Source: an optimization exercise on an open RTL-to-GDS flow (aim: small area, a short achievable clock period and few clock cycles per item). Production flows keep margins and buffers that such runs may drop. The RTL was checked by simulation tests, not by an equivalence proof against the original design.

==> flow/design.v <==
module aes_sbox_p1 (input wire [7:0] a, output wire [11:0] m);
    function [3:0] gm4; input [3:0] x, y; reg [3:0] r, t; integer i;
        begin r = 4'h0; t = x; for (i = 0; i < 4; i = i + 1) begin if (y[i]) r = r ^ t; t = {t[2:0], 1'b0} ^ (t[3] ? 4'h9 : 4'h0); end gm4 = r; end
    endfunction
    function [3:0] ginv4; input [3:0] d;
        case (d)
            4'h0: ginv4 = 4'h0;
            4'h1: ginv4 = 4'h1;
            4'h2: ginv4 = 4'hc;
            4'h3: ginv4 = 4'h8;
            4'h4: ginv4 = 4'h6;
            4'h5: ginv4 = 4'hf;
            4'h6: ginv4 = 4'h4;
            4'h7: ginv4 = 4'he;
            4'h8: ginv4 = 4'h3;
            4'h9: ginv4 = 4'hd;
            4'ha: ginv4 = 4'hb;
            4'hb: ginv4 = 4'ha;
            4'hc: ginv4 = 4'h2;
            4'hd: ginv4 = 4'h9;
            4'he: ginv4 = 4'h7;
            4'hf: ginv4 = 4'h5;
            default: ginv4 = 4'h0;
        endcase
    endfunction
    wire [7:0] c;
    assign c[0] = a[0] ^ a[1] ^ a[2] ^ a[6] ^ a[7];
    assign c[1] = a[1] ^ a[2] ^ a[5] ^ a[6] ^ a[7];
    assign c[2] = a[2] ^ a[5];
    assign c[3] = a[3];
    assign c[4] = a[4] ^ a[6] ^ a[7];
    assign c[5] = a[2] ^ a[3];
    assign c[6] = a[1] ^ a[2] ^ a[3] ^ a[4] ^ a[5] ^ a[6];
    assign c[7] = a[1] ^ a[4] ^ a[6] ^ a[7];
    wire [3:0] h = c[7:4], l = c[3:0];
    wire [3:0] d = gm4(gm4(h, h), 4'h8) ^ gm4(h, l) ^ gm4(l, l);
    assign m = {h, l, d};
endmodule
module aes_sbox_p2 (input wire [11:0] m, output wire [7:0] y);
    function [3:0] gm4; input [3:0] x, y; reg [3:0] r, t; integer i;
        begin r = 4'h0; t = x; for (i = 0; i < 4; i = i + 1) begin if (y[i]) r = r ^ t; t = {t[2:0], 1'b0} ^ (t[3] ? 4'h9 : 4'h0); end gm4 = r; end
    endfunction
    function [3:0] ginv4; input [3:0] d;
        case (d)
            4'h0: ginv4 = 4'h0;
            4'h1: ginv4 = 4'h1;
            4'h2: ginv4 = 4'hc;
            4'h3: ginv4 = 4'h8;
            4'h4: ginv4 = 4'h6;
            4'h5: ginv4 = 4'hf;
            4'h6: ginv4 = 4'h4;
            4'h7: ginv4 = 4'he;
            4'h8: ginv4 = 4'h3;
            4'h9: ginv4 = 4'hd;
            4'ha: ginv4 = 4'hb;
            4'hb: ginv4 = 4'ha;
            4'hc: ginv4 = 4'h2;
            4'hd: ginv4 = 4'h9;
            4'he: ginv4 = 4'h7;
            4'hf: ginv4 = 4'h5;
            default: ginv4 = 4'h0;
        endcase
    endfunction
    wire [3:0] h = m[11:8], l = m[7:4], di = ginv4(m[3:0]);
    wire [7:0] ci = {gm4(h, di), gm4(h ^ l, di)};
    assign y[0] = ~(ci[0] ^ ci[1] ^ ci[4]);
    assign y[1] = ~(ci[0] ^ ci[2]);
    assign y[2] = ci[0];
    assign y[3] = ci[0] ^ ci[1] ^ ci[4] ^ ci[6];
    assign y[4] = ci[0] ^ ci[3] ^ ci[4];
    assign y[5] = ~(ci[1] ^ ci[3] ^ ci[4]);
    assign y[6] = ~(ci[4] ^ ci[6] ^ ci[7]);
    assign y[7] = ci[2] ^ ci[4] ^ ci[5];
endmodule
module aes256_core (
    input  wire         clk,
    input  wire         rst,         
    input  wire         in_valid,
    output wire         in_ready,
    input  wire [255:0] key,
    input  wire [127:0] block_in,
    output wire         out_valid,
    output wire [127:0] block_out
);
    function [7:0] xtime;
        input [7:0] b;
        xtime = {b[6:0], 1'b0} ^ (b[7] ? 8'h1b : 8'h00);
    endfunction
    function [31:0] mix_column;
        input [31:0] col;
        reg [7:0] a0, a1, a2, a3, t;
        begin
            a0 = col[31:24];
            a1 = col[23:16];
            a2 = col[15:8];
            a3 = col[7:0];
            t  = a0 ^ a1 ^ a2 ^ a3;
            mix_column[31:24] = a0 ^ t ^ xtime(a0 ^ a1);
            mix_column[23:16] = a1 ^ t ^ xtime(a1 ^ a2);
            mix_column[15:8]  = a2 ^ t ^ xtime(a2 ^ a3);
            mix_column[7:0]   = a3 ^ t ^ xtime(a3 ^ a0);
        end
    endfunction
    function [127:0] shift_rows;
        input [127:0] s;
        integer i;
        begin
            for (i = 0; i < 16; i = i + 1)
                shift_rows[127-8*i -: 8] = s[127-8*((i % 4) + 4 * (((i / 4) + (i % 4)) % 4)) -: 8];
        end
    endfunction
    function [7:0] rcon_of;
        input [3:0] r;
        case (r)
            4'd1:    rcon_of = 8'h01;
            4'd3:    rcon_of = 8'h02;
            4'd5:    rcon_of = 8'h04;
            4'd7:    rcon_of = 8'h08;
            4'd9:    rcon_of = 8'h10;
            4'd11:   rcon_of = 8'h20;
            4'd13:   rcon_of = 8'h40;
            default: rcon_of = 8'h00;
        endcase
    endfunction
    reg          b1, b2, b3;
    reg  [3:0]   r1, r2, r3;
    reg  [127:0] s1;           
    reg  [191:0] s2;           
    reg  [127:0] s3;           
    reg  [255:0] k1, k2, k3;   
    reg  [47:0]  km2;          
    reg  [31:0]  kt3;          
    reg  [127:0] res;          
    reg          l1, l2;       
    reg          load, loadk, rdy, done;
    wire         last2 = (r2 == 4'd14);
    assign in_ready  = rdy;
    assign out_valid = done;
    assign block_out = res;
    wire [127:0] ark = s1 ^ k1[255:128];
    wire [191:0] s2_d;
    wire [47:0]  km2_d;
    wire [31:0]  sw_in = k1[31:0];
    genvar gi;
    generate
        for (gi = 0; gi < 16; gi = gi + 1) begin : g_sa
            aes_sbox_p1 u_p1 (.a(ark[127-8*gi -: 8]), .m(s2_d[191-12*gi -: 12]));
        end
        for (gi = 0; gi < 4; gi = gi + 1) begin : g_ka
            aes_sbox_p1 u_p1 (.a(sw_in[31-8*gi -: 8]), .m(km2_d[47-12*gi -: 12]));
        end
    endgenerate
    wire [127:0] s3_d;
    wire [31:0]  sw_out;
    generate
        for (gi = 0; gi < 16; gi = gi + 1) begin : g_sb
            aes_sbox_p2 u_p2 (.m(s2[191-12*gi -: 12]), .y(s3_d[127-8*gi -: 8]));
        end
        for (gi = 0; gi < 4; gi = gi + 1) begin : g_kb
            aes_sbox_p2 u_p2 (.m(km2[47-12*gi -: 12]), .y(sw_out[31-8*gi -: 8]));
        end
    endgenerate
    wire [31:0] kt3_d = r2[0] ? {sw_out[23:0], sw_out[31:24]} ^ {rcon_of(r2), 24'h0}
                              : sw_out;
    wire [127:0] res_d = shift_rows(s3_d) ^ k2[127:0];
    wire [127:0] shifted = shift_rows(s3);
    wire [127:0] mixed;
    generate
        for (gi = 0; gi < 4; gi = gi + 1) begin : g_mix
            assign mixed[127-32*gi -: 32] = mix_column(shifted[127-32*gi -: 32]);
        end
    endgenerate
    wire [31:0] nw0 = k3[255:224] ^ kt3;
    wire [31:0] nw1 = k3[223:192] ^ nw0;
    wire [31:0] nw2 = k3[191:160] ^ nw1;
    wire [31:0] nw3 = k3[159:128] ^ nw2;
    always @(posedge clk) begin
        if (rst) begin
            b1   <= 1'b0;
            b2   <= 1'b0;
            b3   <= 1'b0;
            load  <= 1'b1;
            loadk <= 1'b1;
            rdy   <= 1'b1;
            done <= 1'b0;
        end else begin
            b1   <= load ? in_valid : b3;
            b2   <= b1;
            b3   <= b2;
            load  <= !b2 | last2;
            loadk <= !b2 | l2;
            rdy   <= !b2 | (r2[3:1] == 3'b111);
            done <= b2 & last2;
        end
    end
    always @(posedge clk) begin
        if (load) begin
            r1 <= 4'd1;
            l1 <= 1'b0;
            s1 <= block_in;
        end else begin
            r1 <= r3 + 4'd1;
            l1 <= (r3 == 4'd13);
            s1 <= mixed;
        end
        if (loadk)
            k1 <= key;
        else
            k1 <= {k3[127:0], nw0, nw1, nw2, nw3};
        r2  <= r1;
        l2  <= l1;
        s2  <= s2_d;
        k2  <= k1;
        km2 <= km2_d;
        r3  <= r2;
        s3  <= s3_d;
        k3  <= k2;
        kt3 <= kt3_d;
        res <= res_d;
    end
endmodule
Settings: LEC_CHECK=0, ABC_AREA=1, CAP_MARGIN=20, CELL_PAD_IN_SITES_DETAIL_PLACEMENT=0, CELL_PAD_IN_SITES_GLOBAL_PLACEMENT=1, CORE_MARGIN=2, CORE_UTILIZATION=60, PLACE_DENSITY=0.72, SETUP_SLACK_MARGIN=5.0, SLEW_MARGIN=20; clock period 8.0 ns.
run.sh (not shown) runs the stock make flow with config.mk's settings and CLKGATE_MAP_FILE= SYNTH_SCRIPT=/design/flow/synth_recipe.tcl, a recipe that flattens the netlist after the stock synthesis.
Testbench counts at the start, summed over its fixed seeds: cycles 26,904, blocks 1,920.
Rerun with:
==> flow/flow/run.sh (new file) <==
#!/bin/bash
# Standard layout flow with a higher setup repair target and plain buffers on
# the ports; each tool's output is logged by ORFS under orfs/logs.
export BUFFER_PORTS_ARGS="-buffer_cell sky130_fd_sc_hd__buf_2"
bash standard.sh SETUP_SLACK_MARGIN=5.6 finish > standard.log 2>&1
==> flow/standard.sh (new file) <==
#!/bin/bash
# synth_recipe.tcl (not shown) runs the flow's synth.tcl, then flattens the netlist and writes it again
# the make line also repeats each setting of config.mk as NAME=value (left out here)
make -C /OpenROAD-flow-scripts/flow DESIGN_CONFIG=/design/flow/config.mk WORK_HOME=/design/flow/orfs CLKGATE_MAP_FILE= SYNTH_SCRIPT=/design/flow/synth_recipe.tcl "${@:-finish}"
removed: flow/run.sh
Outcome: The new run completed with no timing, DRC or antenna violations; critical path depth decreases by 4; flip-flop and latch count is unchanged; die area does not change; global-route usage increases by 1.1 points; routed wire length increases by 14%; count of clock-buffer cells in the layout decreases by 6; cell area increases by about 15%.
Rerun with:
==> flow/run.sh (new file) <==
#!/bin/bash
# synth_recipe.tcl (not shown) runs the flow's synth.tcl, then flattens the netlist and writes it again
# the make line also repeats each setting of config.mk as NAME=value (left out here)
make -C /OpenROAD-flow-scripts/flow DESIGN_CONFIG=/design/flow/config.mk WORK_HOME=/design/flow/orfs CLKGATE_MAP_FILE= SYNTH_SCRIPT=/design/flow/synth_recipe.tcl finish
Settings changed: CELL_PAD_IN_SITES_DETAIL_PLACEMENT 0 to 1, CELL_PAD_IN_SITES_GLOBAL_PLACEMENT 1 to 2, CORE_UTILIZATION 60 to 45, PLACE_DENSITY 0.72 to 0.6.
removed: flow/flow/run.sh
removed: flow/standard.sh
Result:
- The new run went through all stages and came out clean
- worst setup slack loses 64 ps
- critical path depth is unchanged
- synthesized cell count is unchanged
Rerun with:
==> flow/flow/run.sh (new file) <==
#!/bin/bash
# The standard layout flow (standard.sh, ORFS), with the smallest plain
# buffer on the ports in place of ORFS's default port buffer. ORFS writes each
# tool's log under orfs/logs; standard.log holds the whole run's output.
export BUFFER_PORTS_ARGS="-buffer_cell sky130_fd_sc_hd__buf_1"
bash standard.sh finish > standard.log 2>&1
==> flow/standard.sh (new file) <==
#!/bin/bash
# synth_recipe.tcl (not shown) runs the flow's synth.tcl, then flattens the netlist and writes it again
# the make line also repeats each setting of config.mk as NAME=value (left out here)
make -C /OpenROAD-flow-scripts/flow DESIGN_CONFIG=/design/flow/config.mk WORK_HOME=/design/flow/orfs CLKGATE_MAP_FILE= SYNTH_SCRIPT=/design/flow/synth_recipe.tcl "${@:-finish}"
Settings changed: CELL_PAD_IN_SITES_DETAIL_PLACEMENT 1 to 0, CELL_PAD_IN_SITES_GLOBAL_PLACEMENT 2 to 1, CORE_UTILIZATION 45 to 60, PLACE_DENSITY 0.6 to 0.72.
removed: flow/run.sh
Result: The changed run finished clean. Clock skew is lower by 6.2 ps. Worst setup slack loses 15 ps. Count of clock-buffer cells in the layout shrinks by 21. Worst hold slack is about the same. Routed wire length goes down by 17%. Global-route usage rose by 3.2 points.

-- re-timing with driven ports --
The results above use ideal ports. As a check the final layouts listed here were re-extracted and re-timed, cells and wires unchanged. Step 1 assumes that a clkbuf_16 drives the clock port and a buf_2 every other input. Step 2 times the ports against the registers' clock, not the clock port: input delays grow and output delays shrink by t, the midpoint of the rising clock arrivals with the driver on. Three values: ideal ports, drivers, drivers and shift; two values: the first two.
run	shift t [ns]	setup WS [ns]	hold slack, ns	cell pins on the clock port's net
the first run	0.839	5.034 / 4.955 / 5.034	0.321 / 0.321 / 0.321	1
the second run	0.880	5.103 / 5.019 / 5.413	0.315 / 0.315 / 0.315	1
the third run	0.871	5.039 / 4.949 / 4.890	0.311 / 0.311 / 0.311	1
the fourth run	0.833	5.023 / 4.943 / 5.158	0.313 / 0.313 / 0.313	1
After both steps every run listed still meets setup and hold. For the third run, which loses most, drivers alone change the setup slack by -0.090 ns; drivers and shift together by -0.149 ns.
